This design comes from an exercise in tuning for small area, a short achievable clock period and few clock cycles per item on the open sky130 flow, not from production work. At most, simulation tests tie the RTL to the original design; equivalence was not proved. No functional check of the RTL was part of run 8. No activity file was given, so power comes from the tool's default toggle rates.

`flow/config.mk`:
```
export PLATFORM = sky130hd
export DESIGN_NAME = mm_muldiv
export DESIGN_NICKNAME = mm_muldiv
export VERILOG_FILES = /design/flow/design.v
export SDC_FILE = /design/flow/constraint.sdc
export NUM_CORES = 4
export LEC_CHECK = 0
export CAP_MARGIN = 20
export CORE_MARGIN = 2
export CORE_UTILIZATION = 60
export PLACE_DENSITY = 0.75
export SETUP_SLACK_MARGIN = 1.5
export SLEW_MARGIN = 20
```
`flow/constraint.sdc`:
```
create_clock -name core_clock -period 5.0 [get_ports {clk}]
set_input_delay 1.0000 -clock core_clock [delete_from_list [all_inputs] [get_ports {clk}]]
set_output_delay 1.0000 -clock core_clock [all_outputs]
set_load 0.01 [all_outputs]
```
`flow/design.v`:
```
module mm_muldiv (
    input  wire        clk,
    input  wire        rst,       
    input  wire        start,     
    input  wire [1:0]  op,
    input  wire [23:0] a_in,
    input  wire [23:0] l_in,
    input  wire [23:0] m_in,
    output wire        busy,
    output wire        done,      
    output wire [23:0] a_out,
    output wire [23:0] l_out,
    output wire        err
);
    localparam OP_SMP = 2'd1;
    localparam OP_MPM = 2'd2;
    localparam OP_DIV = 2'd3;
    localparam PH_MUL  = 3'd1;    
    localparam PH_CHK  = 3'd2;    
    localparam PH_PRE  = 3'd3;    
    localparam PH_DIV  = 3'd4;    
    localparam PH_FIX  = 3'd5;    
    localparam PH_DEN  = 3'd6;    
    reg        busy_r;
    reg [2:0]  ph;
    reg [5:0]  cnt;        
    reg [3:0]  k2;         
    reg        mf;         
    reg        ovf;        
    reg        dz;         
    reg        sgn_q;      
    reg        sgn_r;      
    reg [22:0] mr;         
    reg [23:0] r;          
    reg [23:0] q;          
    reg        c_one;      
    reg        c_two;      
    reg        c_neg;      
    reg        c_xdiv;     
    reg        c_shr;      
    reg        c_hold;     
    reg        c_rot;      
    reg        done_r;
    wire       fin_now = (ph == PH_FIX) && !r[23] && !(ovf && k2 != 4'd0);
    assign busy = busy_r & !fin_now;
    assign done = done_r | fin_now;
    wire        is_div  = (op == OP_DIV);
    wire        is_smp  = (op == OP_SMP);
    wire        m_zero  = (m_in[22:0] == 23'd0);
    wire        ld_dz   = is_div & m_zero;
    wire [23:0] r_load  = is_div ? {1'b0, (m_zero ? l_in[22:0] : a_in[22:0])} : 24'd0;
    wire [23:0] q_load  = is_smp ? {15'd0, a_in[22:14]} :
                          (is_div & !m_zero) ? {l_in[0], 1'b0, l_in[22:1]} :
                          {1'b0, a_in[22:0]};
    wire [22:0] m_load  = is_smp ? {4'd0, m_in[22:14], 10'd0} : m_in[22:0];
    wire        neg   = c_neg;
    wire [25:0] y_mag = ({26{c_one}} & {3'd0, mr}) | ({26{c_two}} & {2'd0, mr, 1'b0});
    wire [25:0] y     = y_mag ^ {26{neg}};
    wire [25:0] x     = c_xdiv ? {r[23], r, q[22]} : {{2{r[23]}}, r};
    wire [25:0] t     = x + y + {25'd0, neg};
    wire        tneg  = t[23];         
    wire        qin   = c_rot ? q[23] : (!ovf & !tneg);
    always @(posedge clk) begin
        if (!busy) begin
            r     <= r_load;
            q     <= q_load;
            mr    <= m_load;
            k2    <= 4'd0;
            mf    <= !op[0];
            ovf   <= 1'b0;
            dz    <= ld_dz;
            sgn_q <= (op == OP_MPM) ? 1'b0 : (ld_dz ? a_in[23] : a_in[23] ^ m_in[23]);
            sgn_r <= is_div & (m_zero ? l_in[23] : a_in[23]);
        end else begin
            if (c_shr) begin
                r <= t[25:2];
                q <= {t[1:0], q[23:2]};
            end else begin
                r <= t[23:0];
                if (!c_hold)
                    q <= {q[22:0], qin};
            end
            if (ph == PH_PRE && mr[22:21] == 2'b00) begin
                mr <= {mr[20:0], 2'b00};
                k2 <= k2 + 4'd1;
            end
            if (ph == PH_CHK)
                ovf <= !tneg;
        end
    end
    function [2:0] booth;    
        input b1, b0, bm;
        booth = {b0 ^ bm, (b1 & !b0 & !bm) | (!b1 & b0 & bm), b1};
    endfunction
    wire [2:0] dig_load = booth(q_load[1], q_load[0], 1'b0);
    wire [2:0] dig_next = booth(q[3], q[2], q[1]);
    wire       last     = (cnt == 6'd0);
    wire       den_next = ovf && k2 != 4'd0;
    always @(posedge clk) begin
        if (!busy) begin
            {c_one, c_two, c_neg} <= is_div ? 3'b101 : dig_load;
            c_xdiv <= 1'b0;
            c_shr  <= !is_div;
            c_hold <= 1'b0;
            c_rot  <= 1'b1;
            cnt    <= is_smp ? 6'd4 : 6'd11;
        end else begin
            cnt <= cnt - 6'd1;
            case (ph)
                PH_MUL: {c_one, c_two, c_neg} <= dig_next;
                PH_CHK: begin
                    c_neg  <= !tneg;
                    c_xdiv <= tneg;
                    c_rot  <= !tneg;
                    cnt    <= {5'b01011, !tneg};
                end
                PH_PRE: begin
                    c_neg  <= !tneg;
                    if (last) begin
                        c_xdiv <= 1'b1;
                        c_rot  <= 1'b0;
                        cnt    <= 6'd22 + {1'b0, k2, 1'b0};
                    end
                end
                PH_DIV: begin
                    c_neg  <= !tneg;
                    if (last) begin
                        {c_one, c_two, c_neg} <= {tneg, 2'b00};
                        c_xdiv <= 1'b0;
                        c_hold <= 1'b1;
                    end
                end
                PH_FIX: begin
                    {c_one, c_two, c_neg} <= 3'b000;
                    c_shr <= 1'b1;
                    cnt   <= {2'b00, k2} - 6'd1;
                end
                default: ;
            endcase
        end
    end
    always @(posedge clk) begin
        if (rst) begin
            busy_r <= 1'b0;
            done_r <= 1'b0;
            ph     <= 3'd0;
        end else begin
            done_r <= 1'b0;
            if (!busy) begin
                busy_r <= start & !ld_dz;
                done_r <= start & ld_dz;
                ph     <= (!start | ld_dz) ? 3'd0 : is_div ? PH_CHK : PH_MUL;
            end else begin
                case (ph)
                    PH_CHK: ph <= tneg ? PH_DIV : PH_PRE;
                    PH_PRE: if (last) ph <= PH_DIV;
                    PH_DIV: if (last) ph <= PH_FIX;
                    PH_FIX: begin
                        if (den_next)
                            ph <= PH_DEN;
                        else begin
                            busy_r <= 1'b0;
                            ph     <= 3'd0;
                            done_r <= 1'b1;      
                        end
                    end
                    default: if (last) begin    
                        busy_r <= 1'b0;
                        done_r <= 1'b1;
                        ph     <= 3'd0;
                    end
                endcase
            end
        end
    end
    assign a_out = {sgn_q, mf ? {r[21:0], q[23]} : (ovf ? 23'h7FFFFF : q[22:0])};
    assign l_out = {sgn_r & (dz | (r[22:0] != 23'd0)), mf ? q[22:0] : r[22:0]};
    assign err   = ovf | dz;
endmodule
```
`flow/flow/run.sh`:
```
#!/bin/bash
set -euo pipefail
bash standard.sh "BUFFER_PORTS_ARGS=-buffer_cell sky130_fd_sc_hd__buf_1" finish > standard_flow.log 2>&1
```
`flow/standard.sh`:
```
#!/bin/bash
# synth_recipe.tcl (not shown) runs the flow's synth.tcl, then flattens the netlist and writes it again
# the make line also repeats each setting of config.mk as NAME=value (left out here)
make -C /OpenROAD-flow-scripts/flow DESIGN_CONFIG=/design/flow/config.mk WORK_HOME=/design/flow/orfs CLKGATE_MAP_FILE= SYNTH_SCRIPT=/design/flow/synth_recipe.tcl "${@:-finish}"
```
==> results of run 1 <==
==> metrics by stage <==
step	instance area (um^2)	util (%)	hold WS [ps]	cells
finish	9168	69.23	498.2	1250
global route	9168	69.23	549.3	1250
CTS	9089	68.63	498.2	1246
detailed placement	8696	65.67	478.6	1221
global placement	8696	65.67	453.1	1221
floorplan	8165	-	436.6	977
==> sequential cells by signal, indices dropped and copies added (netlist names), 3 cells and up <==
register and cells:
r 24, ph 3, k2 4, mr 23, q 24, cnt 6
==> worst paths after layout <==
check / from / end / slack [ps]
hold / removal: c_hold / c_hold / 500
setup / recovery: c_xdiv / r[19] / 1600
hold reg to reg: c_hold / c_hold / 500
setup reg to reg: c_xdiv / r[19] / 1600
==> cell type report <==
class                      instances  area share (%)
sequential                        98           27.46
tap                              176           2.402
multi-input combinational        783           58.47
timing repair buffer             153           7.302
inverter                          24           1.024
clock inverter                     6          0.6142
clock buffer                      10           2.730
==> critical path, stage by stage, from the launching register on <==
cell and delay [ps]:
dfxtp_4 440, buf_4 230, mux2_2 350, ha_1 440
nand3_1 180, nor2_1 280, nand2_1 160, o311ai_4 420
a31oi_1 160, mux2_1 330, a221o_1 290
==> synth_stat cells, drive strengths merged, types with 2 or more instances <==
master	number	share of area, %
nand2	117	5.4
edfxtp	55	20
buf	22	1.2
a211oi	7	0.64
nor2b	7	0.63
o22ai	30	2.3
a221o	7	0.86
and2	6	0.46
a21boi	2	0.18
a21oi	52	3.2
o221ai	3	0.32
a21o	3	0.28
nand4	4	0.31
a311o	2	0.25
ha	31	4.8
o31a	2	0.21
a31oi	17	1.4
nand2b	6	0.46
xor2	12	1.3
o21ai	67	4.1
inv	24	1.1
mux2i	75	9.2
nor4	14	1.1
xnor2	42	4.5
nand3	34	2.1
o211ai	15	1.4
a2111oi	3	0.32
or2	4	0.31
nor3	15	0.92
or3	4	0.31
and3	3	0.23
o311ai	3	0.54
a211o	4	0.43
mux2	48	6.6
o21bai	2	0.18
nor2	90	4.1
clkbuf	51	2.3
o211a	2	0.25
a22oi	22	2.0
o21a	6	0.55
a311oi	3	0.32
dfxtp	43	11
==> logic make-up (layout without fill, tap and decap cells) <==
family | after synthesis | in the layout | share of synthesized area (%)
simple gates | 308 | 309 | 16.67
mux | 123 | 123 | 15.81
flops | 98 | 98 | 30.77
buf+inv | 97 | 193 | 4.643
fa+ha+maj | 32 | 32 | 4.995
xor+xnor | 54 | 54 | 5.792
compound gates | 265 | 265 | 21.32
==> power by group through the flow <==
stage	Sequential (mW)	Clock (mW)	Combinational, mW
floorplan	1.15	0	1.89
global placement	1.33	0	2.41
detailed placement	1.33	0	2.42
CTS	1.29	0.735	2.48
global route	1.31	0.771	2.81
finish	1.31	0.735	2.58
==> what timing repair did <==
item	in CTS	in global routing
buffers inserted	8	4
endpoints found under the setup margin	25	50
pin swaps	0	1
resized for setup	7	15
cloned	1	0
==> metal layers <==
layer | part of all wire [%] | vias to the layer above
li1 | - | 3787
met1 | 40 | 3790
met2 | 47 | 400
met3 | 9.2 | 77
met4 | 4.8 | 0
met5 | 0 | -
==> flow_summary.yaml, run 1 <==
floorplanning:
  die_h_um: 120.7
  die_w_um: 120.7
  die_area_mm2: 0.01456
  core_area_mm2: 0.01324
  start_util_pct: 61.66
  fp-row-count: 42
  pin_count: 128
setup_path:
  cp-end-kind: "flip-flop"
  r2r_cells: 10
  startpoint_type: "flip-flop"
  worst-setup-path-type: "flip-flop to flip-flop"
  cp.arrival_ps: 3650
  required_ps: 5260
  path_max_fanout: 11
cts:
  cts_sinks: 98
  cts_root_buf: "clkbuf_16"
  clkTransAtPathRegs_ps: 80
  cts_made_buffers: 9
  cts_tree: "yes"
  insertion_delay_ps: 370
  clk_path_buf_depth: 2
  holdBufCountCts: 0
  h-tree-depth: 3
power_and_ir_drop:
  finalPower_mw: 4.623
  powerDensity_mw_per_mm2: 504.2
  ir_drop_v: 0.0002181
  power_switching_mw: 2.143
  seq_power_share_pct: 28.3
  switching_share_pct: 46.36
  power_leakage_nw: 3.532
  clkPwrFrac_pct: 15.9
  power_frac_comb_pct: 55.8
  p_int_mw: 2.479
final_layout:
  layout_commonest_cell: "buf_1"
  multi_input_comb_area_mm2: 0.005360
  drive_gt1_share_pct: 11.17
  layout_common_cells: "127 x buf_1, 117 x nand2_1, 87 x nor2_1"
  fill_cells: 1152
  nets: 1178
  final-seq-area_mm2: 0.002517
  area_growth_pct: 12.27
  antenna_cells: 0
hold_path:
  worst_hold_path.num_cells: 2
  holdCritPathClass: "flip-flop to flip-flop"
global_routing:
  use_met1_pct: 45.01
  grt_overflow_total: 0
  grt_pass1_vias: 7370
  busiest_layer: "met2"
  use_met2_pct: 56.46
  grt_max_degree: 70
  grt_pass1_wl_um: 39400
  grt_usage_pct: 34.89
  met3_usage_pct: 6.226
  antenna_found_initial: 0
routing:
  post-route-drc-count: 0
  totalWireLength_um: 25500
  routedWlPerCell_um: 20.40
  first_pass_iters: 5
  viasPerCell: 6.443
  vias: 8054
  drtIter0Drc: 653
  ant_nets: 0
logic_synthesis:
  synth_area_per_cell_um2: 8.358
  ys_warn_count: 1
  async_flop_share_pct: 0
  synth_edf_count: 55
  netlist_area_mm2: 0.008165
  syn_nets: 1086
  synthCells: 977
  yosysSeqAreaShare_pct: 30.77
  yosys.cell_types.count: 67
  ys.flop_type: "edfxtp_1"
  ys_ff_latch: 98
place:
  gp_congestion: 0.9298
  place_ws_ps: 1004
  port_buffers: 127
  dp_hpwl_um: 18690
outcome:
  status: "finished clean"
timing:
  min_period_ps: 3398
  slew_viol_final: 0
  tightest_slew_ps: 912.5
  hold_viol_final: 0
  rsz0062_at_grt: "true"
  clock.fmax_mhz: 294.3
  finalCritPeriodShare_pct: 67.96
  final.setup.worst_slack_ps: 1602
  fin_skew_ps: 15.67
  report.final.setup_viol: 0
  setup_tns_ps: 0
  maxSlewHeadroom_pct: 38.94
job:
  maxCapViolations: 0
Testbench counts, summed over its fixed seeds: cycles 121,513, items 8,000.
==> run 2: changes to the inputs <==
--- a/flow/config.mk
+++ b/flow/config.mk
@@ -5,9 +5,9 @@
 export SDC_FILE = /design/flow/constraint.sdc
 export NUM_CORES = 4
 export LEC_CHECK = 0
+export ABC_AREA = 1
 export CAP_MARGIN = 20
 export CORE_MARGIN = 2
-export CORE_UTILIZATION = 60
-export PLACE_DENSITY = 0.75
+export CORE_UTILIZATION = 40
 export SETUP_SLACK_MARGIN = 1.5
 export SLEW_MARGIN = 20
==> run 2 against run 1 <==
Compared with the run above:
- synthesized area increased by 4.2%
- cell area is 4.0% higher
- flip-flop and latch count did not move
- critical path type unchanged
==> flow_summary.yaml, run 2 <==
outcome:
  status: "finished clean"
power_and_ir_drop:
  finalPower_mw: 4.370
  power_switching_mw: 2.218
  clkPwrFrac_pct: 15.6
  power_leakage_nw: 4.123
  switching_share_pct: 50.77
  powerDensity_mw_per_mm2: 458.5
  seq_power_share_pct: 25.9
  ir_drop_v: 0.0002184
  p_int_mw: 2.151
  power_frac_comb_pct: 58.5
timing:
  min_period_ps: 3266
  clock.fmax_mhz: 306.2
  report.final.setup_viol: 0
  rsz0062_at_grt: "false"
  maxSlewHeadroom_pct: 25.44
  fin_skew_ps: 13.32
  finalCritPeriodShare_pct: 65.31
  setup_tns_ps: 0
  slew_viol_final: 0
  hold_ws_ps: 501.2
  hold_viol_final: 0
  tightest_slew_ps: 1117
place:
  dp_cells: 1633
  gp_congestion: 0.9625
  port_buffers: 127
  dp_hpwl_um: 24750
setup_path:
  required_ps: 5260
  path_max_fanout: 10
  worst-setup-path-type: "flip-flop to flip-flop"
  startpoint_type: "flip-flop"
  cp.arrival_ps: 3520
  cp-end-kind: "flip-flop"
floorplanning:
  die_w_um: 149.9
  die_h_um: 149.9
  fp-row-count: 53
  start_util_pct: 40.61
  core_area_mm2: 0.02096
  die_area_mm2: 0.02246
  pin_count: 128
cts:
  clkTransAtPathRegs_ps: 70
  cts_sinks: 98
  insertion_delay_ps: 360
  cts_tree: "yes"
  cts_made_buffers: 9
  holdBufCountCts: 0
  cts_root_buf: "clkbuf_16"
  clk_path_buf_depth: 2
  h-tree-depth: 3
final_layout:
  nets: 1485
  layout_commonest_cell: "nand2_1"
  layout.cells.non_filler: 1656
  drive_gt1_share_pct: 5.431
  top_regs: "q (24), r (24), mr (23)"
  area_growth_pct: 12.00
  antenna_cells: 0
  layout_common_cells: "324 x nand2_1, 175 x inv_1, 143 x o21ai_0"
  fill_cells: 2296
logic_synthesis:
  netlist_top_cells_area: "edfxtp_1 19%, nand2_1 14%, dfxtp_1 10%"
  yosysSeqAreaShare_pct: 29.53
  syn_nets: 1390
  ys_warn_count: 1
  synthAdderAreaFrac_pct: 4.793
  synth_edf_count: 55
  synthCells: 1281
  synth.cells.most_frequent: "324 x nand2_1, 177 x inv_1, 144 x o21ai_0, 85 x nand3_1, 69 x nor2_1"
  synth_area_per_cell_um2: 6.643
  synth_xor_area_share_pct: 3.911
  netlist_area_mm2: 0.008509
  synth_top_family_by_area: "simple AND/OR/NAND/NOR gates"
  yosys.area_share.simple_pct: 27.72
  ys.flop_type: "edfxtp_1"
  ys_ff_latch: 98
  synthMuxAreaShare_pct: 0
  yosys.area.top_type: "edfxtp_1"
  yosys.cell_types.count: 55
  synth_compound_area_share_pct: 22.58
  synth_top_area_share_pct: 19.41
  async_flop_share_pct: 0
  synth.most_common_cell: "nand2_1"
routing:
  routedWlPerCell_um: 18.89
  totalWireLength_um: 31290
  drtIter0Drc: 877
  vias: 9204
  first_pass_iters: 6
  viasPerCell: 5.558
  ant_nets: 0
  post-route-drc-count: 0
hold_path:
  holdCritPathClass: "flip-flop to flip-flop"
global_routing:
  grt_pass1_vias: 8367
  grt_overflow_total: 0
  grt_usage_pct: 27.64
  grt_max_degree: 66
  grt_pass1_wl_um: 47420
  antenna_found_initial: 1
job:
  maxCapViolations: 0
## run 2: cell count changes in the layout (fill, tap and decap cells not counted), sizes merged, moves of 35 or more
cell / before / now
o21ai: 67 / 177
xnor2: 42 / 7
mux2i: 75 / 0
nand3: 34 / 86
nand2: 117 / 328
mux2: 48 / 0
inv: 26 / 182
## run 2: worst paths after layout
path           from      to  slack (ps)  depth (start not counted)
max           c_one   r[18]        1730                         16
min          c_hold  c_hold         500                          2
max reg2reg   c_one   r[18]        1730                         16
min reg2reg  c_hold  c_hold         500                          2
## run 2: cells by family after synthesis
| family | Yosys count |
|---|---|
| compound gates | 329 |
| xor+xnor | 38 |
| fa+ha+maj | 32 |
| buf+inv | 242 |
| flops | 98 |
| simple gates | 542 |
## run 2: power groups by stage
stage | Combinational, mW | Clock (mW) | Sequential (mW)
CTS | 2.48 | 0.688 | 1.13
floorplan | 1.73 | 0 | 1.10
finish | 2.56 | 0.680 | 1.13
global route | 2.84 | 0.711 | 1.15
detailed placement | 2.47 | 0 | 1.15
global placement | 2.47 | 0 | 1.15
## run 2: critical path, stage by stage (launching register included)
cell and delay [ps]:
edfxtp_1 520, clkinvlp_4 260, o22ai_1 260, xor2_1 310, ha_1 330, inv_1 100
o21ai_0 190, a21oi_1 190, nand2_1 140, nand2_1 90, nand2_1 130, a21oi_1 260
inv_1 70, nand2_1 80, nand3_1 90, nand3_1 110, nand2_1 50
## run 2: through the flow
step	util [%]	worst slack [ps]	area [um^2]
after floorplan	-	2299	8509
final	45.48	1734	9530
after global routing	45.48	1491	9530
after global placement	43.54	1555	9124
after detailed placement	43.61	1510	9139
after CTS	44.89	1527	9408
## run 2: layout make-up
type / count / area, um^2 / share of cell area, %
multi-input cells: 941 / 5055 / 53.04
flip-flops and latches: 98 / 2516 / 26.40
inverters: 181 / 689.4 / 7.234
repair buffers: 142 / 634.4 / 6.656
well taps: 275 / 344.1 / 3.610
clock buffers: 10 / 229.0 / 2.403
clock inverters: 6 / 40.04 / 0.4201
repair inverters: 3 / 22.52 / 0.2363
## run 2: timing repair
action                     in CTS  in global routing
setup buffers                   0                  4
gates resized for setup         0                 14
setup endpoints to repair       0                 21
## run 2: layer usage
metal / track usage (%) / share of wire (%) / vias to the layer above
met1: 35.72 / 42 / 4287
li1: - / - / 4497
met4: 7.736 / 2.4 / 2
met2: 47.72 / 49 / 376
met5: 0 / 0.042 / -
met3: 4.299 / 6.7 / 42
==> run 3: changes to the inputs <==
--- a/flow/config.mk
+++ b/flow/config.mk
@@ -9,5 +9,5 @@
 export CAP_MARGIN = 20
 export CORE_MARGIN = 2
 export CORE_UTILIZATION = 40
-export SETUP_SLACK_MARGIN = 1.5
+export SETUP_SLACK_MARGIN = 2.0
 export SLEW_MARGIN = 20
==> run 3 against run 2 <==
Compared with the run above:
- still clean
- sequential share of layout area fell by 2.0 points
- synthesized cell count did not move
- die area did not move
- sequential power barely moved
- clock-buffer cell count did not move
- maximum frequency rose by 9.0%
- global-route usage rose by 0.45 points
- hold slack improved by 2.0 ps
- register-to-register slack improved by 270 ps
- combinational power rose by 18%
- first-iteration DRC count rose by 1.8%
- largest power group unchanged
==> flow_summary.yaml, run 3 <==
outcome:
  status: "finished clean"
setup_path:
  r2r_cells: 16
  path_max_fanout: 6
  startpoint_type: "flip-flop"
  rrSetupSlack_ps: 2000
  required_ps: 5110
  slowest_delay_ps: 450
  worst-setup-path-type: "flip-flop to flip-flop"
  crit_slowest_cell: "edfxtp_1"
  r2r_end: "c_one"
  cp-end-kind: "flip-flop"
  rr_startpoint: "c_two"
  path_cells: "buf_4 -> clkinvlp_4 -> o22ai_2 -> xor2_2 -> ha_1 -> nand2_1 -> nor2_1 -> nand2_1 -> nor4_4 -> nand2_4 -> nand2_2 -> nand2_2 -> nand2_2 -> o21ai_1 -> nand2_1 -> nand3_1"
  cp.arrival_ps: 3100
floorplanning:
  die_w_um: 149.9
  pin_count: 128
  core_area_mm2: 0.02096
  start_util_pct: 40.61
  fp-row-count: 53
  die_area_mm2: 0.02246
  die_h_um: 149.9
routing:
  post-route-drc-count: 0
  viasPerCell: 5.577
  routedWlPerCell_um: 19.54
  vias: 9380
  first_pass_iters: 6
  drtIter0Drc: 893
  ant_nets: 0
  totalWireLength_um: 32870
logic_synthesis:
  synth_edf_count: 55
  ys.flop_type: "edfxtp_1"
  syn_nets: 1390
  synthCells: 1281
  netlist_area_mm2: 0.008509
  yosysSeqAreaShare_pct: 29.53
  ys_warn_count: 1
  netlist_top_cells_area: "edfxtp_1 19%, nand2_1 14%, dfxtp_1 10%"
  synth_top_area_share_pct: 19.41
  synth_area_per_cell_um2: 6.643
  yosys.cell_types.count: 55
  synth.cells.most_frequent: "324 x nand2_1, 177 x inv_1, 144 x o21ai_0, 85 x nand3_1, 69 x nor2_1"
  ys_ff_latch: 98
  async_flop_share_pct: 0
  synth.most_common_cell: "nand2_1"
  yosys.area.top_type: "edfxtp_1"
final_layout:
  layout_commonest_cell: "nand2_1"
  nets: 1511
  drive_gt1_share_pct: 12.86
  top_regs: "q (24), r (24), mr (23)"
  area_growth_pct: 21.35
  antenna_cells: 0
  layout_common_cells: "305 x nand2_1, 173 x inv_1, 138 x o21ai_0"
cts:
  cts_tree: "yes"
  clk_path_buf_depth: 2
  clkTransAtPathRegs_ps: 70
  cts_sinks: 98
  h-tree-depth: 3
  cts_root_buf: "clkbuf_16"
  cts_made_buffers: 9
  insertion_delay_ps: 360
global_routing:
  grt_usage_pct: 28.09
  antenna_found_initial: 1
  grt_max_degree: 66
  grt_pass1_vias: 8493
  grt_pass1_wl_um: 48210
  grt_overflow_total: 0
place:
  port_buffers: 127
  gp_congestion: 0.9625
  dp_hpwl_um: 24750
timing:
  report.final.setup_viol: 0
  finalCritPeriodShare_pct: 59.90
  setup_tns_ps: 0
  clock.fmax_mhz: 333.9
  fin_skew_ps: 13.21
  hold_viol_final: 0
  maxSlewHeadroom_pct: 34.60
  hold_ws_ps: 503.2
  slew_viol_final: 0
  tightest_slew_ps: 978.6
  rsz0062_at_grt: "true"
  min_period_ps: 2995
hold_path:
  min_to: "c_hold"
  holdCritPathClass: "flip-flop to flip-flop"
  min_from: "c_hold"
  worst_hold_path.num_cells: 2
job:
  maxCapViolations: 0
power_and_ir_drop:
  ir_drop_v: 0.0002331
  powerDensity_mw_per_mm2: 467.9
  power_leakage_nw: 4.329
run 3: layout make-up:
cell class              instances  area (um^2)
fillers                      2219        10630
clock inverters                 6        40.04
well taps                     275        344.1
multi-input cells             941         5613
repair inverters                8        60.06
repair buffers                163        820.8
clock buffers                  10        229.0
inverters                     181        701.9
flip-flops and latches         98         2517
run 3: critical path: cells and delay by family (launching register included):
family                     cells  cell delay, ps
and+or+nand+nor               10            1190
xor gates and xnor gates       1             130
buffers and inverters          2             380
DFF                            1             450
adders and majority gates      1             360
AOI/OAI and AO/OA              2             240
run 3: worst max-delay path by stage:
stage	startpoint	endpoint	slack, ps	depth (start not counted)
after CTS	c_one	r[18]	1960	17
final	c_two	c_one	2000	16
after global placement	m_in[3]	q[3]	1550	10
after detailed placement	m_in[3]	q[3]	1510	10
after floorplan	c_neg	q[0]	2300	16
after global routing	c_two	c_one	1830	16
run 3: per-stage QoR:
stage                     util (%)  cell area (um^2)  instances  total power [mW]  worst slack, ps
after floorplan                  -              8509       1281             2.832             2299
after global placement       43.54              9124       1632             3.621             1555
after detailed placement     43.61              9139       1633             3.616             1510
after CTS                    45.89              9615       1664             4.367             1959
after global routing         49.28             10330       1682             5.144             1833
final                        49.28             10330       1682             4.831             2005
run 3: routing by layer:
metal / global-route usage (%) / vias up / part of all wire [%] / routed length (um)
met5: 0 / - / 0.055 / 18
met4: 8.585 / 2 / 2.6 / 871
met3: 3.567 / 55 / 6.7 / 2190
met2: 49.06 / 405 / 50 / 16300
met1: 36.05 / 4374 / 41 / 13490
li1: - / 4544 / - / -
run 3: what timing repair did:
item	CTS	global route
buffers inserted	10	15
pin swaps	5	39
hold buffers	0	0
cloned	5	3
setup endpoints to repair	67	45
endpoints found under the hold margin	0	0
gates resized for setup	23	102
run 3: cells by family (layout without fill, tap and decap cells):
logic type                 after synthesis  after routing  synth area share, %
and+or+nand+nor                        542            542                27.72
xor gates and xnor gates                38             38                3.911
AOI/OAI and AO/OA                      329            329                22.59
adders and majority gates               32             32                4.793
buffers and inverters                  242            368                11.47
DFF                                     98             98                29.53
run 3: where the power goes:
part	switching (mW)	internal (mW)
registers	0.124	1.01
logic	1.98	1.03
clock network	0.340	0.341
total	2.45	2.39
==> run 4: changes to the inputs <==
--- a/flow/config.mk
+++ b/flow/config.mk
@@ -5,9 +5,8 @@
 export SDC_FILE = /design/flow/constraint.sdc
 export NUM_CORES = 4
 export LEC_CHECK = 0
-export ABC_AREA = 1
 export CAP_MARGIN = 20
 export CORE_MARGIN = 2
 export CORE_UTILIZATION = 40
-export SETUP_SLACK_MARGIN = 2.0
+export SETUP_SLACK_MARGIN = 1.5
 export SLEW_MARGIN = 20
==> run 4 against run 3 <==
Compared with the run above:
- highest routed layer is now met4
- flip-flop and latch count is the same
- cell count shrank 20%
- synthesized area shrank 4.0%
- combinational power shrank 14%
==> flow_summary.yaml, run 4 <==
timing:
  setup_tns_ps: 0
  slew_viol_final: 0
  maxSlewHeadroom_pct: 30.23
  hold_viol_final: 0
  clock.fmax_mhz: 298.1
  tightest_slew_ps: 1047
  min_period_ps: 3355
  rsz0062_at_grt: "true"
  fin_skew_ps: 12.98
  finalCritPeriodShare_pct: 67.10
  report.final.setup_viol: 0
logic_synthesis:
  ys.flop_type: "edfxtp_1"
  synthCells: 977
  syn_nets: 1086
  yosys.cell_types.count: 67
  synth_compound_area_share_pct: 21.31
  synth_top_area_share_pct: 20.23
  yosysSeqAreaShare_pct: 30.77
  async_flop_share_pct: 0
  synthAdderAreaFrac_pct: 4.995
  synth_area_per_cell_um2: 8.358
  synth.cells.most_frequent: "117 x nand2_1, 90 x nor2_1, 75 x mux2i_1, 67 x o21ai_0, 55 x edfxtp_1"
  synthMuxAreaShare_pct: 15.81
  synth.most_common_cell: "nand2_1"
  synth_edf_count: 55
  ys_ff_latch: 98
  synth_top_family_by_area: "compound AO/OA/AOI/OAI gates"
  ys_warn_count: 1
  yosys.area_share.simple_pct: 16.67
  synth_xor_area_share_pct: 5.792
  yosys.area.top_type: "edfxtp_1"
  netlist_top_cells_area: "edfxtp_1 20%, dfxtp_1 11%, mux2i_1 9.2%"
  netlist_area_mm2: 0.008165
floorplanning:
  die_h_um: 146.9
  die_area_mm2: 0.02157
  die_w_um: 146.9
  core_area_mm2: 0.02010
  start_util_pct: 40.61
  pin_count: 128
  fp-row-count: 52
hold_path:
  holdCritPathClass: "flip-flop to flip-flop"
setup_path:
  critical_path.top_delay_family: "compound AO/OA/AOI/OAI gates"
  slowest_delay_ps: 450
  path_max_fanout: 11
  critPathBufInv: 1
  path_cells: "buf_12 -> a22oi_1 -> xnor2_1 -> ha_1 -> a21oi_1 -> o21ai_0 -> a221oi_1 -> o21ai_0 -> o21a_1 -> nor2_2 -> o2111ai_1"
  worst-setup-path-type: "flip-flop to flip-flop"
  crit_top_cell: "o21ai_0"
  startpoint_type: "flip-flop"
  cp-end-kind: "flip-flop"
  crit_slowest_cell: "edfxtp_1"
  cp.arrival_ps: 3410
  required_ps: 5060
cts:
  clk_path_buf_depth: 2
  cts_made_buffers: 9
  h-tree-depth: 3
  cts_tree: "yes"
  clkTransAtPathRegs_ps: 70
  holdBufCountCts: 0
  cts_root_buf: "clkbuf_16"
  cts_sinks: 98
  insertion_delay_ps: 370
final_layout:
  drive_gt1_share_pct: 11.23
  top_regs: "q (24), r (24), mr (23)"
  antenna_cells: 0
  area_growth_pct: 14.57
  layout_commonest_cell: "buf_1"
  design_area_mm2: 0.009355
  layout_common_cells: "127 x buf_1, 117 x nand2_1, 86 x nor2_1"
  nets: 1181
power_and_ir_drop:
  power_leakage_nw: 3.580
  clkPwrFrac_pct: 17.0
  power_frac_comb_pct: 55.4
  p_int_mw: 2.548
  switching_share_pct: 45.84
  power_switching_mw: 2.157
  seq_power_share_pct: 27.6
  ir_drop_v: 0.0002590
  powerDensity_mw_per_mm2: 502.9
global_routing:
  antenna_found_initial: 0
  grt_usage_pct: 25.40
  grt_pass1_vias: 7358
  grt_max_degree: 70
  grt_overflow_total: 0
  grt_pass1_wl_um: 42820
outcome:
  status: "finished clean"
routing:
  totalWireLength_um: 27790
  routedWlPerCell_um: 20.63
  drtIter0Drc: 606
  post-route-drc-count: 0
  viasPerCell: 5.889
  first_pass_iters: 7
  ant_nets: 0
  vias: 7932
place:
  gp_congestion: 0.9304
  dp_hpwl_um: 20660
  dpl-instance-area_mm2: 0.008801
  port_buffers: 127
job:
  maxCapViolations: 0
-- run 4: cell types whose count changed in the layout (fill, tap and decap cells not counted), moves of 18 or more --
cell,before,now
nand2_1,305,117
inv_1,173,23
mux2i_1,0,75
o21ai_0,138,64
mux2_2,0,47
nand3_1,80,34
o21ai_1,38,2
xnor2_1,6,42
nand2_2,20,0
nor2_1,68,86
-- run 4: stage by stage --
stage / worst slack (ps) / cells / util, % / hold slack [ps] / total power, mW
2_1_floorplan: 1552 / 977 / - / 436.6 / 3.042
3_3_place_gp: 1237 / 1313 / 43.78 / 452.4 / 3.788
3_5_place_dp: 1094 / 1313 / 43.78 / 458.6 / 3.790
4_1_cts: 1502 / 1339 / 45.94 / 500.3 / 4.619
5_1_grt: 1441 / 1347 / 46.53 / 543.0 / 4.997
6_report: 1645 / 1347 / 46.53 / 509.6 / 4.705
-- run 4: worst paths after layout --
path / startpoint / end / slack [ps] / cells past startpoint
max reg2reg: c_one / c_neg / 1650 / 11
min reg2reg: c_hold / c_hold / 510 / 2
max: c_one / c_neg / 1650 / 11
min: c_hold / c_hold / 510 / 2
-- run 4: worst register-to-register path, cell delays in order, from the launching register on --
cell	delay [ps]
edfxtp_1	450
buf_12	180
a22oi_1	250
xnor2_1	210
ha_1	400
a21oi_1	280
o21ai_0	140
a221oi_1	290
o21ai_0	170
o21a_1	280
nor2_2	250
o2111ai_1	160
-- run 4: kinds of logic after synthesis --
family | count (synthesis)
simple gates | 308
compound gates | 265
mux | 123
flops | 98
buf+inv | 97
xor+xnor | 54
fa+ha+maj | 32
-- run 4: timing repair --
| item | in CTS | in global routing |
|---|---|---|
| endpoints found under the setup margin | 25 | 25 |
| resized for setup | 7 | 11 |
| buffers inserted | 10 | 8 |
| pin swaps | 0 | 2 |
-- run 4: final cells by class --
cell class / count / area, um^2
multi-input combinational: 782 / 5346
inverter: 24 / 93.84
clock buffer: 10 / 229.0
sequential: 98 / 2516
fill: 2062 / 10750
tap: 270 / 337.8
timing repair buffer: 157 / 737.0
clock inverter: 6 / 95.09
-- run 4: power groups by stage --
stage	combinational [mW]	clock [mW]	sequential, mW
finish	2.60	0.800	1.30
global route	2.85	0.833	1.31
CTS	2.52	0.803	1.29
detailed placement	2.46	0	1.33
global placement	2.46	0	1.33
floorplan	1.89	0	1.15
-- run 4: per-layer routing --
metal	share of wire, %	wire, um	vias to the layer above	global-route usage [%]
li1	-	-	3799	-
met1	45	12500	3797	35.51
met2	47	12970	282	41.01
met3	5.8	1607	54	3.478
met4	2.6	710	0	7.573
met5	0	0	-	0
==> run 5: changes to the inputs <==
--- a/flow/config.mk
+++ b/flow/config.mk
@@ -5,8 +5,10 @@
 export SDC_FILE = /design/flow/constraint.sdc
 export NUM_CORES = 4
 export LEC_CHECK = 0
+export ABC_AREA = 1
 export CAP_MARGIN = 20
 export CORE_MARGIN = 2
 export CORE_UTILIZATION = 40
+export CTS_BUF_LIST = sky130_fd_sc_hd__clkbuf_4 sky130_fd_sc_hd__clkbuf_8
 export SETUP_SLACK_MARGIN = 1.5
 export SLEW_MARGIN = 20
==> run 5 against run 4 <==
Compared with the run above:
- via count rose by 16%
- largest power group unchanged
- sequential power fell by 13%
- die area increased by 4.1%
- flip-flop and latch count stayed put
- cell count up 23%
==> flow_summary.yaml, run 5 <==
power_and_ir_drop:
  clkPwrFrac_pct: 12.1
  p_int_mw: 1.993
  ir_drop_v: 0.0001684
  power_frac_comb_pct: 60.8
  power_leakage_nw: 4.068
  seq_power_share_pct: 27.1
  powerDensity_mw_per_mm2: 445.8
  switching_share_pct: 52.45
  finalPower_mw: 4.192
  power_switching_mw: 2.199
hold_path:
  holdCritPathClass: "flip-flop to flip-flop"
timing:
  report.final.setup_viol: 0
  maxSlewHeadroom_pct: 24.95
  min_period_ps: 3301
  fin_skew_ps: 18.51
  finalCritPeriodShare_pct: 66.02
  rsz0062_at_grt: "true"
  clock.fmax_mhz: 302.9
  setup_tns_ps: 0
  slew_viol_final: 0
  tightest_slew_ps: 1125
  hold_viol_final: 0
floorplanning:
  die_h_um: 149.9
  pin_count: 128
  fp-row-count: 53
  core_area_mm2: 0.02096
  start_util_pct: 40.61
  die_w_um: 149.9
  die_area_mm2: 0.02246
setup_path:
  crit_top_cell: "nand2_1"
  worst-setup-path-type: "flip-flop to flip-flop"
  cp.arrival_ps: 3450
  path_cells: "clkinvlp_4 -> o22ai_1 -> xor2_1 -> ha_1 -> nand2_1 -> inv_1 -> nand3_1 -> nand2_1 -> nand2_1 -> nand2_1 -> nand2_1 -> nand2_1 -> nand2_1 -> nand2_1 -> o21ai_0 -> nand2_1 -> nand3_1"
  critPathBufInv: 2
  cp-end-kind: "flip-flop"
  slowest_delay_ps: 540
  required_ps: 5140
  crit_slowest_cell: "edfxtp_1"
  critical_path.top_delay_family: "simple AND/OR/NAND/NOR gates"
  startpoint_type: "flip-flop"
  path_max_fanout: 6
final_layout:
  final-seq-area_mm2: 0.002516
  multi_input_comb_area_mm2: 0.005049
  nets: 1484
  antenna_cells: 0
  top_regs: "q (24), r (24), mr (23)"
  area_growth_pct: 10.51
  layout_common_cells: "324 x nand2_1, 175 x inv_1, 143 x o21ai_0"
  layout_commonest_cell: "nand2_1"
  drive_gt1_share_pct: 5.362
  layout.cells.non_filler: 1655
  fill_cells: 2312
logic_synthesis:
  yosys.cell_types.count: 55
  yosysSeqAreaShare_pct: 29.53
  synth_top_area_share_pct: 19.41
  ys.flop_type: "edfxtp_1"
  syn_nets: 1390
  async_flop_share_pct: 0
  synth_edf_count: 55
  synth_area_per_cell_um2: 6.643
  ys_warn_count: 1
  synth.cells.most_frequent: "324 x nand2_1, 177 x inv_1, 144 x o21ai_0, 85 x nand3_1, 69 x nor2_1"
  netlist_area_mm2: 0.008509
  netlist_top_cells_area: "edfxtp_1 19%, nand2_1 14%, dfxtp_1 10%"
  synth.most_common_cell: "nand2_1"
  ys_ff_latch: 98
  yosys.area.top_type: "edfxtp_1"
  synthCells: 1281
place:
  port_buffers: 127
  gp_congestion: 0.9625
  dp_hpwl_um: 24750
  dp_cells: 1633
routing:
  post-route-drc-count: 0
  totalWireLength_um: 31320
  viasPerCell: 5.548
  ant_nets: 0
  drtIter0Drc: 897
  vias: 9182
  routedWlPerCell_um: 18.92
  first_pass_iters: 5
global_routing:
  grt_max_degree: 66
  grt_usage_pct: 27.53
  grt_pass1_wl_um: 47280
  grt_pass1_vias: 8361
  grt_overflow_total: 0
  antenna_found_initial: 1
cts:
  h-tree-depth: 3
  cts_tree: "yes"
  cts_root_buf: "clkbuf_8"
  clkTransAtPathRegs_ps: 110
  clk_path_buf_depth: 2
  cts_made_buffers: 9
  insertion_delay_ps: 400
  cts_sinks: 98
outcome:
  status: "finished clean"
job:
  maxCapViolations: 0
[run 5: cell types whose count changed in the layout (fill, tap and decap cells not counted), moves of 15 or more]
cell,delta
o21ai_1,+32
inv_1,+152
nand3_1,+51
buf_4,-15
a22oi_1,-15
o21ai_0,+79
nor2_1,-18
nand2_1,+207
xor2_1,+17
mux2i_1,-75
xnor2_1,-35
mux2_2,-47
[run 5: final timing paths]
| kind | start | endpoint | slack [ps] | cells after the start |
|---|---|---|---|---|
| setup reg to reg | c_one | c_one | 1700 | 17 |
| setup / recovery | c_one | c_one | 1700 | 17 |
| hold / removal | c_hold | c_hold | 510 | 2 |
| hold reg to reg | c_hold | c_hold | 510 | 2 |
[run 5: worst reg2reg max path, delay by kind of cell, from the launching register on]
kind / cells / cell delay, ps
DFF: 1 / 540
xor gates and xnor gates: 1 / 320
buffers and inverters: 2 / 310
AOI/OAI and AO/OA: 2 / 350
adders and majority gates: 1 / 290
and+or+nand+nor: 11 / 1250
[run 5: cell type report]
type / instances / area share (%)
inverter: 181 / 7.331
timing repair buffer: 141 / 6.533
sequential: 98 / 26.76
clock inverter: 6 / 0.4258
clock buffer: 10 / 1.397
multi-input combinational: 941 / 53.69
tap: 275 / 3.659
timing repair inverter: 3 / 0.2129
[run 5: per-layer routing]
metal | up-vias | wire length (um) | GRT usage, %
met1 | 4272 | 12900 | 35.68
met3 | 48 | 2234 | 3.780
met4 | 2 | 738 | 7.830
met5 | - | 13 | 0
li1 | 4494 | - | -
met2 | 366 | 15430 | 47.72
[run 5: stage by stage]
| step | util (%) | setup WS, ps | cell area [um^2] | hold WS, ps |
|---|---|---|---|---|
| CTS | 44.43 | 1523 | 9310 | 507.1 |
| detailed placement | 43.61 | 1510 | 9139 | 480.4 |
| floorplan | - | 2299 | 8509 | 452.4 |
| global placement | 43.54 | 1555 | 9124 | 467.8 |
| finish | 44.88 | 1699 | 9404 | 512.2 |
| global route | 44.88 | 1481 | 9404 | 532.7 |
[run 5: kinds of logic after synthesis]
family | Yosys count | synth area share, %
fa+ha+maj | 32 | 4.793
xor+xnor | 38 | 3.911
simple gates | 542 | 27.72
compound gates | 329 | 22.59
flops | 98 | 29.53
buf+inv | 242 | 11.47
[run 5: power by group through the flow]
| stage | combinational (mW) | clock, mW | sequential, mW |
|---|---|---|---|
| 2_1_floorplan | 1.73 | 0 | 1.10 |
| 3_3_place_gp | 2.47 | 0 | 1.15 |
| 3_5_place_dp | 2.47 | 0 | 1.15 |
| 4_1_cts | 2.48 | 0.512 | 1.13 |
| 5_1_grt | 2.83 | 0.536 | 1.15 |
| 6_report | 2.55 | 0.509 | 1.13 |
[run 5: repair_timing]
item	in CTS	in global routing
buffers inserted	0	3
hold buffers	0	0
gates resized for setup	0	12
setup endpoints to repair	0	21
hold endpoints to repair	0	0
==> run 6: changes to the inputs <==
--- a/flow/design.v
+++ b/flow/design.v
@@ -103,38 +103,55 @@
             c_shr  <= !is_div;
             c_hold <= 1'b0;
             c_rot  <= 1'b1;
-            cnt    <= is_smp ? 6'd4 : 6'd11;
+        end else begin
+            case (ph)
+                PH_MUL: begin
+                    {c_one, c_two, c_neg} <= dig_next;
+                    c_xdiv <= 1'b0;
+                    c_shr  <= 1'b1;
+                    c_hold <= 1'b0;
+                    c_rot  <= 1'b0;
+                end
+                PH_CHK: begin
+                    {c_one, c_two, c_neg} <= {2'b10, !tneg};
+                    c_xdiv <= tneg;
+                    c_shr  <= 1'b0;
+                    c_hold <= 1'b0;
+                    c_rot  <= !tneg;
+                end
+                PH_PRE: begin
+                    {c_one, c_two, c_neg} <= {2'b10, !tneg};
+                    c_xdiv <= last;
+                    c_shr  <= 1'b0;
+                    c_hold <= 1'b0;
+                    c_rot  <= !last;
+                end
+                PH_DIV: begin
+                    {c_one, c_two, c_neg} <= last ? {tneg, 2'b00} : {2'b10, !tneg};
+                    c_xdiv <= !last;
+                    c_shr  <= 1'b0;
+                    c_hold <= last;
+                    c_rot  <= 1'b0;
+                end
+                default: begin    
+                    {c_one, c_two, c_neg} <= 3'b000;
+                    c_xdiv <= 1'b0;
+                    c_shr  <= 1'b1;
+                    c_hold <= 1'b1;
+                    c_rot  <= 1'b0;
+                end
+            endcase
+        end
+    end
+    always @(posedge clk) begin
+        if (!busy) begin
+            cnt <= is_smp ? 6'd4 : 6'd11;
         end else begin
             cnt <= cnt - 6'd1;
             case (ph)
-                PH_MUL: {c_one, c_two, c_neg} <= dig_next;
-                PH_CHK: begin
-                    c_neg  <= !tneg;
-                    c_xdiv <= tneg;
-                    c_rot  <= !tneg;
-                    cnt    <= {5'b01011, !tneg};
-                end
-                PH_PRE: begin
-                    c_neg  <= !tneg;
-                    if (last) begin
-                        c_xdiv <= 1'b1;
-                        c_rot  <= 1'b0;
-                        cnt    <= 6'd22 + {1'b0, k2, 1'b0};
-                    end
-                end
-                PH_DIV: begin
-                    c_neg  <= !tneg;
-                    if (last) begin
-                        {c_one, c_two, c_neg} <= {tneg, 2'b00};
-                        c_xdiv <= 1'b0;
-                        c_hold <= 1'b1;
-                    end
-                end
-                PH_FIX: begin
-                    {c_one, c_two, c_neg} <= 3'b000;
-                    c_shr <= 1'b1;
-                    cnt   <= {2'b00, k2} - 6'd1;
-                end
+                PH_CHK: cnt <= {5'b01011, !tneg};
+                PH_PRE: if (last) cnt <= 6'd22 + {1'b0, k2, 1'b0};
+                PH_FIX: cnt <= {2'b00, k2} - 6'd1;
                 default: ;
             endcase
         end
==> flow/flow/run.sh (replaced) <==
#!/bin/bash
set -euo pipefail
bash standard.sh "BUFFER_PORTS_ARGS=-buffer_cell sky130_fd_sc_hd__buf_1" "ADDER_MAP_FILE=" finish > standard_flow.log 2>&1
--- a/flow/config.mk
+++ b/flow/config.mk
@@ -9,6 +9,5 @@
 export CAP_MARGIN = 20
 export CORE_MARGIN = 2
 export CORE_UTILIZATION = 40
-export CTS_BUF_LIST = sky130_fd_sc_hd__clkbuf_4 sky130_fd_sc_hd__clkbuf_8
-export SETUP_SLACK_MARGIN = 1.5
+export SETUP_SLACK_MARGIN = 2.5
 export SLEW_MARGIN = 20
==> run 6 against run 5 <==
Compared with the run above:
- largest cell class unchanged
- critical path depth shrank 12
- combinational power grew 13%
- critical path type is now flip-flop to primary output
- still clean on timing, DRC and antenna
- clock power grew 53%
- flip-flop and latch count is the same
- hold slack lost 29 ps
- worst setup slack gained 470 ps
==> flow_summary.yaml, run 6 <==
timing:
  setup_tns_ps: 0
  finalCritPeriodShare_pct: 56.60
  min_period_ps: 2830
  maxSlewHeadroom_pct: 28.62
  fin_skew_ps: 16.92
  clock.fmax_mhz: 353.3
  slew_viol_final: 0
  hold_viol_final: 0
  report.final.setup_viol: 0
  tightest_slew_ps: 1069
  hold_ws_ps: 483.4
  rsz0062_at_grt: "true"
  final.setup.worst_slack_ps: 2170
routing:
  vias: 10850
  drt-met1-wl_um: 15300
  routedWlPerCell_um: 19.62
  post-route-drc-count: 0
  ant_nets: 0
  first_pass_iters: 8
  dr_wl_met2_um: 16940
  drtIter0Drc: 1205
  totalWireLength_um: 37280
  top_layer_used: "met5"
  viasPerCell: 5.712
  wl_met3_um: 3763
logic_synthesis:
  yosys.area.top_type: "nand2_1"
  yosysSeqAreaShare_pct: 28.96
  synth.most_common_cell: "nand2_1"
  synth_edf_count: 51
  ys_ff_latch: 98
  netlist_area_mm2: 0.008538
  netlist_top_cells_area: "nand2_1 22%, edfxtp_1 18%, dfxtp_1 11%"
  synthCells: 1421
  ys.flop_type: "edfxtp_1"
  syn_nets: 1498
  synth_area_per_cell_um2: 6.009
  yosys.cell_types.count: 52
  synth_top_area_share_pct: 21.59
  async_flop_share_pct: 0
  ys_warn_count: 1
  synth.cells.most_frequent: "491 x nand2_1, 167 x o21ai_0, 164 x inv_1, 112 x nand3_1, 89 x nor2_1"
floorplanning:
  die_area_mm2: 0.02253
  core_area_mm2: 0.02096
  die_w_um: 150.1
  die_h_um: 150.1
  start_util_pct: 40.75
  pin_count: 128
  fp-row-count: 53
cts:
  clkTransAtPathRegs_ps: 80
  h-tree-depth: 3
  clk_path_buf_depth: 2
  cts_root_buf: "clkbuf_16"
  cts_tree: "yes"
  holdBufCountCts: 0
  insertion_delay_ps: 370
  cts_made_buffers: 9
  cts_sinks: 98
final_layout:
  layout_common_cells: "417 x nand2_1, 153 x inv_1, 93 x nand3_1"
  design_area_mm2: 0.01205
  nets: 1697
  fill_cells: 2056
  layout_commonest_cell: "nand2_1"
  drive_gt1_share_pct: 28.68
  antenna_cells: 0
  area_growth_pct: 41.13
  top_regs: "q (24), r (24), mr (23)"
setup_path:
  required_ps: 4000
  r2r_end: "r[18]"
  rrSetupSlack_ps: 2490
  cp.arrival_ps: 1830
  startpoint_type: "flip-flop"
  path_max_fanout: 3
  rr_startpoint: "c_xdiv"
  r2r_cells: 20
  worst-setup-path-type: "flip-flop to primary output"
  cp-end-kind: "primary output"
power_and_ir_drop:
  ir_drop_v: 0.0002366
  power_leakage_nw: 5.512
  clkPwrFrac_pct: 16.1
  p_int_mw: 2.481
  powerDensity_mw_per_mm2: 402.1
  switching_share_pct: 48.80
  power_frac_comb_pct: 59.4
  finalPower_mw: 4.846
  power_switching_mw: 2.365
  seq_power_share_pct: 24.5
place:
  dpl-instance-area_mm2: 0.009188
  port_buffers: 127
  gp_congestion: 0.9410
  dp_hpwl_um: 24320
  place_ws_ps: 1773
global_routing:
  grt_pass1_vias: 9314
  grt_pass1_wl_um: 51220
  grt_usage_pct: 29.97
  antenna_found_initial: 0
  grt_overflow_total: 0
  grt_max_degree: 47
hold_path:
  holdCritPathClass: "flip-flop to flip-flop"
  worst_hold_path.num_cells: 2
  min_to: "busy_r"
  min_from: "busy_r"
job:
  maxCapViolations: 0
outcome:
  status: "finished clean"
==> run 6: cell types whose count changed in the layout (fill, tap and decap cells not counted), sizes merged, moves of 26 or more <==
| cell | previous run | this run |
|---|---|---|
| buf | 141 | 222 |
| nor2 | 75 | 101 |
| ha | 31 | 0 |
| nand3 | 86 | 118 |
| nand2 | 328 | 511 |
==> run 6: worst max path at each step <==
| stage | startpoint | end | depth (start not counted) |
|---|---|---|---|
| final | r[9] | l_out[23] | 5 |
| after global routing | r[11] | l_out[23] | 5 |
| after CTS | k2[0] | busy | 12 |
| after detailed placement | m_in[0] | sgn_q | 11 |
| after global placement | m_in[0] | q[8] | 10 |
| after floorplan | k2[0] | busy | 12 |
==> run 6: worst max-delay path: stages (launching register included) <==
cell and delay (ps):
dfxtp_1 380, nor4_4 310, nand4_1 300, o41ai_2 280
inv_1 60, clkbuf_2 120
==> run 6: stage by stage <==
step / utilization, % / instances
after floorplan: - / 1421
after global placement: 43.84 / 1778
after detailed placement: 43.84 / 1778
after CTS: 49.47 / 1832
after global routing: 57.51 / 1900
final: 57.51 / 1900
==> run 6: kinds of logic after synthesis <==
logic type	synth area share [%]
xor+xnor	1.334
flops	28.96
mux	0.1172
simple gates	39.02
buf+inv	11.21
compound gates	19.36
==> run 6: timing repair <==
action                                  in CTS  in global routing
setup buffers                               27                 52
endpoints found under the setup margin     156                170
pin swaps                                   16                 88
gates resized for setup                    141                371
cloned                                      11                 16
==> run 6: layer usage <==
layer / track usage [%] / vias up
met3: 4.485 / 110
met4: 10.52 / 2
met5: 0 / -
met1: 41.12 / 5070
met2: 48.08 / 573
li1: - / 5098
==> run 6: power by group through the flow <==
| stage | logic, mW | registers [mW] | clock network (mW) |
|---|---|---|---|
| after floorplan | 1.43 | 1.09 | 0 |
| after global placement | 1.98 | 1.16 | 0 |
| after detailed placement | 1.98 | 1.16 | 0 |
| after CTS | 2.20 | 1.15 | 0.781 |
| after global routing | 3.10 | 1.20 | 0.808 |
| final | 2.88 | 1.18 | 0.781 |
==> run 6: area by class of cell <==
type                            instances  area (um^2)  area share, %
Sequential cell                        98         2499          20.74
Timing Repair Buffer                  238         1877          15.57
Clock buffer                           11        254.0          2.108
Timing Repair inverter                  9        65.06         0.5399
Tap cell                              275        344.1          2.855
Inverter                              178        704.4          5.846
Clock inverter                          5        66.31         0.5503
Multi-Input combinational cell       1086         6241          51.79
Testbench counts of run 6, summed over its fixed seeds: cycles 121,513, items 8,000.
==> run 7: changes to the inputs <==
==> flow/flow/run.sh (replaced) <==
#!/bin/bash
set -euo pipefail
bash standard.sh "BUFFER_PORTS_ARGS=-buffer_cell sky130_fd_sc_hd__buf_1" finish > standard_flow.log 2>&1
--- a/flow/config.mk
+++ b/flow/config.mk
@@ -9,5 +9,5 @@
 export CAP_MARGIN = 20
 export CORE_MARGIN = 2
 export CORE_UTILIZATION = 40
-export SETUP_SLACK_MARGIN = 2.5
+export SETUP_SLACK_MARGIN = 2.0
 export SLEW_MARGIN = 20
==> run 7 against run 6 <==
Compared with the run above:
- combinational power shrank 16%
- worst setup slack lost 86 ps
- synthesized area shrank 3.3%
- register-to-register slack lost 380 ps
- via count shrank 16%
- non-clock buffer count shrank 89
- flip-flop and latch count is the same
- largest power group unchanged
- global-route usage shrank 2.9 points
- clock-buffer cell count shrank 2
- first-iteration DRC count shrank 15%
- critical path type unchanged
- still clean
- cell area shrank 21%
==> flow_summary.yaml, run 7 <==
timing:
  min_period_ps: 2916
  tightest_slew_ps: 967.7
  fin_skew_ps: 12.29
  clock.fmax_mhz: 342.9
  rsz0062_at_grt: "true"
  finalCritPeriodShare_pct: 58.33
  hold_ws_ps: 521.8
  maxSlewHeadroom_pct: 35.33
  setup_tns_ps: 0
  slew_viol_final: 0
  hold_viol_final: 0
  report.final.setup_viol: 0
power_and_ir_drop:
  powerDensity_mw_per_mm2: 445.3
  ir_drop_v: 0.0002467
  finalPower_mw: 4.263
  power_leakage_nw: 4.103
hold_path:
  min_from: "k2[1]"
  min_to: "k2[1]"
  holdCritPathClass: "flip-flop to flip-flop"
  worst_hold_path.num_cells: 2
cts:
  insertion_delay_ps: 370
  cts_sinks: 98
  cts_tree: "yes"
  clk_path_buf_depth: 2
  h-tree-depth: 3
  clkTransAtPathRegs_ps: 70
  holdBufCountCts: 0
  cts_made_buffers: 9
  cts_root_buf: "clkbuf_16"
floorplanning:
  die_area_mm2: 0.02181
  die_w_um: 147.7
  pin_count: 128
  start_util_pct: 40.81
  die_h_um: 147.7
  core_area_mm2: 0.02023
  fp-row-count: 52
final_layout:
  layout_commonest_cell: "nand2_1"
  top_regs: "q (24), r (24), mr (23)"
  fill_cells: 2120
  area_growth_pct: 15.92
  nets: 1477
  layout.cells.non_filler: 1645
  drive_gt1_share_pct: 7.424
  layout_common_cells: "310 x nand2_1, 179 x inv_1, 142 x o21ai_0"
routing:
  totalWireLength_um: 30630
  viasPerCell: 5.567
  drtIter0Drc: 1030
  post-route-drc-count: 0
  vias: 9158
  routedWlPerCell_um: 18.62
  ant_nets: 0
  first_pass_iters: 6
logic_synthesis:
  netlist_area_mm2: 0.008258
  synthCells: 1261
  synth.cells.most_frequent: "315 x nand2_1, 182 x inv_1, 143 x o21ai_0, 87 x nor2_1, 68 x nand3_1"
  yosys.area.top_type: "edfxtp_1"
  netlist_top_cells_area: "edfxtp_1 19%, nand2_1 14%, dfxtp_1 11%"
  yosysSeqAreaShare_pct: 29.94
  yosys.cell_types.count: 56
  ys_warn_count: 1
  syn_nets: 1369
  synth.most_common_cell: "nand2_1"
  synth_edf_count: 51
  ys_ff_latch: 98
  ys.flop_type: "edfxtp_1"
  synth_area_per_cell_um2: 6.549
  async_flop_share_pct: 0
  synth_top_area_share_pct: 18.55
setup_path:
  rrSetupSlack_ps: 2110
  critPathBufInv: 3
  startpoint_type: "flip-flop"
  cp-end-kind: "primary output"
  slowest_delay_ps: 390
  r2r_cells: 13
  required_ps: 4000
  r2r_end: "r[20]"
  cp.arrival_ps: 1920
  crit_slowest_cell: "dfxtp_2"
  path_max_fanout: 12
  path_cells: "inv_1 -> ha_1 -> a21oi_4 -> nor2_4 -> a21boi_4 -> buf_12 -> buf_1"
  rr_startpoint: "c_one"
  worst-setup-path-type: "flip-flop to primary output"
  critical_path.top_delay_family: "buffers and inverters"
global_routing:
  antenna_found_initial: 0
  grt_max_degree: 68
  grt_pass1_wl_um: 45730
  grt_usage_pct: 27.07
  grt_overflow_total: 0
  grt_pass1_vias: 8457
place:
  gp_congestion: 1.029
  dp_hpwl_um: 22620
  dp_cells: 1608
  port_buffers: 127
outcome:
  status: "finished clean"
job:
  maxCapViolations: 0
-- run 7: worst max path at each step --
| stage | start | end | cells after the start |
|---|---|---|---|
| 3_3_place_gp | ovf | q[2] | 7 |
| 6_report | k2[0] | busy | 7 |
| 2_1_floorplan | c_neg | q[0] | 18 |
| 3_5_place_dp | ovf | q[2] | 7 |
| 5_1_grt | c_two | q[0] | 18 |
| 4_1_cts | k2[0] | busy | 7 |
-- run 7: logic make-up after synthesis --
| kind of cell | count (synthesis) | synth area share, % |
|---|---|---|
| adders and majority gates | 31 | 4.788 |
| buffers and inverters | 247 | 11.77 |
| AOI/OAI and AO/OA | 323 | 22.80 |
| and+or+nand+nor | 519 | 26.14 |
| xor gates and xnor gates | 43 | 4.561 |
| DFF | 98 | 29.94 |
-- run 7: routing by layer --
layer	vias up	wire length (um)	track usage [%]
met5	-	0	0
met3	79	2333	4.537
met4	0	1184	11.01
met2	417	14040	43.95
met1	4225	13080	35.90
li1	4437	-	-
-- run 7: area by class of cell --
cell class / instances / area (um^2) / share of cell area (%)
antenna: 1 / 2.502 / 0.02614
clock buffer: 9 / 225.2 / 2.353
clock inverter: 7 / 68.82 / 0.7189
inverter: 187 / 713.2 / 7.450
multi-input combinational: 916 / 4974 / 51.95
sequential: 98 / 2486 / 25.97
tap: 270 / 337.8 / 3.529
timing repair buffer: 149 / 705.7 / 7.372
timing repair inverter: 8 / 60.06 / 0.6274
-- run 7: timing repair --
action                                  4_1_cts  5_1_grt
pin swaps                                     0        4
setup buffers                                 0        9
endpoints found under the setup margin      127       48
resized for setup                            14       41
cloned                                        5        5
-- run 7: power by group --
group | internal [mW] | total (mW) | switching, mW
Clock | 0.388 | 0.728 | 0.340
Sequential | 1.00 | 1.13 | 0.121
Combinational | 0.787 | 2.41 | 1.62
-- run 7: per-stage QoR --
stage,worst slack [ps],utilization [%],area (um^2)
global placement,1685,43.91,8885
CTS,1856,45.68,9244
finish,2084,47.31,9573
detailed placement,1648,43.91,8885
floorplan,2330,-,8258
global route,1889,47.30,9570
-- run 7: tightest hold or removal path, cell delays in order, from the launching register on --
cell and delay (ps):
dfxtp_2 350, nand2_1 70, a21oi_1 60
==> run 8: changes to the inputs <==
--- a/flow/design.v
+++ b/flow/design.v
@@ -41,7 +41,9 @@
     reg        c_hold;     
     reg        c_rot;      
     reg        done_r;
-    wire       fin_now = (ph == PH_FIX) && !r[23] && !(ovf && k2 != 4'd0);
+    reg        f_fix;      
+    reg        den_r;      
+    wire       fin_now = f_fix & !r[23] & !den_r;
     assign busy = busy_r & !fin_now;
     assign done = done_r | fin_now;
     wire        is_div  = (op == OP_DIV);
@@ -66,6 +68,7 @@
             q     <= q_load;
             mr    <= m_load;
             k2    <= 4'd0;
+            den_r <= 1'b0;
             mf    <= !op[0];
             ovf   <= 1'b0;
             dz    <= ld_dz;
@@ -81,8 +84,9 @@
                     q <= {q[22:0], qin};
             end
             if (ph == PH_PRE && mr[22:21] == 2'b00) begin
-                mr <= {mr[20:0], 2'b00};
-                k2 <= k2 + 4'd1;
+                mr    <= {mr[20:0], 2'b00};
+                k2    <= k2 + 4'd1;
+                den_r <= 1'b1;
             end
             if (ph == PH_CHK)
                 ovf <= !tneg;
@@ -95,7 +99,7 @@
     wire [2:0] dig_load = booth(q_load[1], q_load[0], 1'b0);
     wire [2:0] dig_next = booth(q[3], q[2], q[1]);
     wire       last     = (cnt == 6'd0);
-    wire       den_next = ovf && k2 != 4'd0;
+    wire       den_next = den_r;
     always @(posedge clk) begin
         if (!busy) begin
             {c_one, c_two, c_neg} <= is_div ? 3'b101 : dig_load;
@@ -161,8 +165,10 @@
             busy_r <= 1'b0;
             done_r <= 1'b0;
             ph     <= 3'd0;
+            f_fix  <= 1'b0;
         end else begin
             done_r <= 1'b0;
+            f_fix  <= busy_r && ph == PH_DIV && last;
             if (!busy) begin
                 busy_r <= start & !ld_dz;
                 done_r <= start & ld_dz;
==> run 8 against run 7 <==
Compared with the run above:
- still clean
- hold slack worse by 2.0 ps
- first-iteration DRC count fell by 28%
- sequential share of layout area is 0.94 points higher
- via count decreased by 2.9%
- cell count down 2.8%
- critical path type is now flip-flop to flip-flop
- highest routed layer unchanged
==> flow_summary.yaml, run 8 <==
setup_path:
  path_max_fanout: 6
  cp-end-kind: "flip-flop"
  slowest_delay_ps: 450
  startpoint_type: "flip-flop"
  cp.arrival_ps: 3070
  path_cells: "clkinvlp_4 -> o22ai_1 -> xor2_1 -> ha_4 -> nand2_4 -> nor2_1 -> nor2_1 -> nand2_1 -> a21oi_4 -> nand2_2 -> nand2_2 -> nand2_2 -> nand2_1 -> nand2_1 -> nand2_1 -> o21ai_2"
  crit_slowest_cell: "xor2_1"
  worst-setup-path-type: "flip-flop to flip-flop"
  critical_path.top_delay_family: "simple AND/OR/NAND/NOR gates"
  crit_top_cell: "nand2_1"
  required_ps: 5110
  rrSetupSlack_ps: 2040
  critPathBufInv: 1
global_routing:
  use_met2_pct: 46.64
  use_met1_pct: 33.88
  met3_usage_pct: 3.975
  busiest_layer: "met2"
  antenna_found_initial: 0
  grt_pass1_vias: 8396
  grt_usage_pct: 26.84
  grt_pass1_wl_um: 45340
  grt_max_degree: 51
  grt_overflow_total: 0
logic_synthesis:
  yosysSeqAreaShare_pct: 30.61
  netlist_top_cells_area: "edfxtp_1 19%, nand2_1 12%, dfxtp_1 12%"
  ys.flop_type: "edfxtp_1"
  ys_warn_count: 1
  synth.cells.most_frequent: "262 x nand2_1, 165 x inv_1, 153 x o21ai_0, 86 x nor2_1, 59 x nand3_1"
  yosys.cell_types.count: 51
  netlist_area_mm2: 0.008207
  synth.most_common_cell: "nand2_1"
  synthCells: 1218
  synth_top_area_share_pct: 18.66
  synth_area_per_cell_um2: 6.738
  synth_edf_count: 51
  async_flop_share_pct: 0
  ys_ff_latch: 100
  yosys.area.top_type: "edfxtp_1"
  syn_nets: 1325
routing:
  vias: 8896
  routedWlPerCell_um: 18.39
  viasPerCell: 5.563
  post-route-drc-count: 0
  drtIter0Drc: 739
  first_pass_iters: 6
  ant_nets: 0
  totalWireLength_um: 29410
power_and_ir_drop:
  powerDensity_mw_per_mm2: 454.0
  finalPower_mw: 4.258
  ir_drop_v: 0.0002396
  power_leakage_nw: 3.905
cts:
  cts_made_buffers: 9
  clk_path_buf_depth: 2
  clkTransAtPathRegs_ps: 90
  insertion_delay_ps: 370
  h-tree-depth: 3
  cts_root_buf: "clkbuf_16"
  cts_sinks: 100
  cts_tree: "yes"
final_layout:
  area_growth_pct: 14.29
  multi_input_comb_area_mm2: 0.004852
  drive_gt1_share_pct: 8.352
  top_regs: "q (24), r (24), mr (23)"
  layout_common_cells: "261 x nand2_1, 162 x inv_1, 152 x o21ai_0"
  antenna_cells: 0
  nets: 1431
  layout_commonest_cell: "nand2_1"
  fill_cells: 2203
  final-seq-area_mm2: 0.002524
timing:
  clock.fmax_mhz: 338.0
  hold_viol_final: 0
  slew_viol_final: 0
  fin_skew_ps: 16.60
  report.final.setup_viol: 0
  tightest_slew_ps: 958.0
  min_period_ps: 2958
  rsz0062_at_grt: "true"
  finalCritPeriodShare_pct: 59.17
  maxSlewHeadroom_pct: 35.98
  setup_tns_ps: 0
job:
  maxCapViolations: 0
place:
  gp_congestion: 0.9899
  dp_hpwl_um: 22870
  port_buffers: 127
hold_path:
  holdCritPathClass: "flip-flop to flip-flop"
floorplanning:
  pin_count: 128
  fp-row-count: 52
  core_area_mm2: 0.02017
  start_util_pct: 40.69
  die_area_mm2: 0.02168
  die_w_um: 147.2
  die_h_um: 147.2
outcome:
  status: "finished clean"
[run 8: changes by cell type in the layout (fill, tap and decap cells not counted), moves of 6 or more]
cell and change:
nand2_1 -49, inv_1 -17, inv_2 +12, a21oi_1 -10, o21ai_0 +10, a22oi_1 +9, nor2_2 +7, nand2_4 +6
nand3_1 -6, o221ai_1 +6
[run 8: layout make-up]
cell class              count  area share (%)
multi-input cells         880           51.73
inverters                 183           7.551
flip-flops and latches    100           26.91
clock buffers              10           2.441
clock inverters             6          0.6403
well taps                 270           3.602
repair inverters            7          0.5603
repair buffers            143           6.563
[run 8: final timing paths]
check	start	endpoint	depth (start not counted)
max	c_two	q[0]	16
max reg2reg	c_two	q[0]	16
min reg2reg	busy_r	f_fix	1
min	busy_r	f_fix	1
[run 8: what timing repair did]
action / CTS / global route
hold buffers: 0 / 0
pin swaps: 0 / 2
resized for setup: 19 / 24
setup buffers: 2 / 3
gates cloned: 7 / 0
setup endpoints to repair: 44 / 45
[run 8: logic make-up (layout without fill, tap and decap cells)]
logic type / after synthesis / after routing / share of synthesized area, %
xor+xnor: 42 / 42 / 4.482
compound gates: 331 / 331 / 23.45
simple gates: 477 / 477 / 25.58
fa+ha+maj: 30 / 30 / 4.665
buf+inv: 238 / 349 / 11.21
flops: 100 / 100 / 30.61
[run 8: per-layer routing]
layer	wire length [um]	share of wire, %
met1	11990	41
met2	14260	48
met3	2218	7.5
met4	942	3.2
met5	0	0
[run 8: through the flow]
step / instance area [um^2] / instances / setup slack (ps) / hold slack (ps) / util (%)
after global placement: 8864 / 1570 / 1849 / 479.4 / 43.95
after detailed placement: 8879 / 1571 / 1811 / 487.0 / 44.02
after CTS: 9268 / 1596 / 2022 / 519.4 / 45.95
final: 9379 / 1599 / 2042 / 519.8 / 46.50
after floorplan: 8207 / 1218 / 2460 / 466.0 / -
after global routing: 9379 / 1599 / 1916 / 541.3 / 46.50
[run 8: worst register-to-register path, stage by stage, from the launching register on]
cell and delay [ps]:
dfxtp_4 410, clkinvlp_4 150, o22ai_1 220, xor2_1 450, ha_4 310, nand2_4 120
nor2_1 60, nor2_1 110, nand2_1 110, a21oi_4 200, nand2_2 90, nand2_2 80
nand2_2 140, nand2_1 90, nand2_1 50, nand2_1 70, o21ai_2 50
[run 8: power breakdown]
| part | switching [mW] | internal, mW |
|---|---|---|
| Clock | 0.358 | 0.351 |
| Sequential | 0.127 | 1.02 |
| Combinational | 1.64 | 0.766 |

Setup slack of run 8, layout unchanged: 2.042 ns with ideal ports, 2.042 ns with driving cells assumed (clock clkbuf_16, inputs buf_2), 1.995 ns with port delays also shifted by the 0.407 ns mid clock arrival.
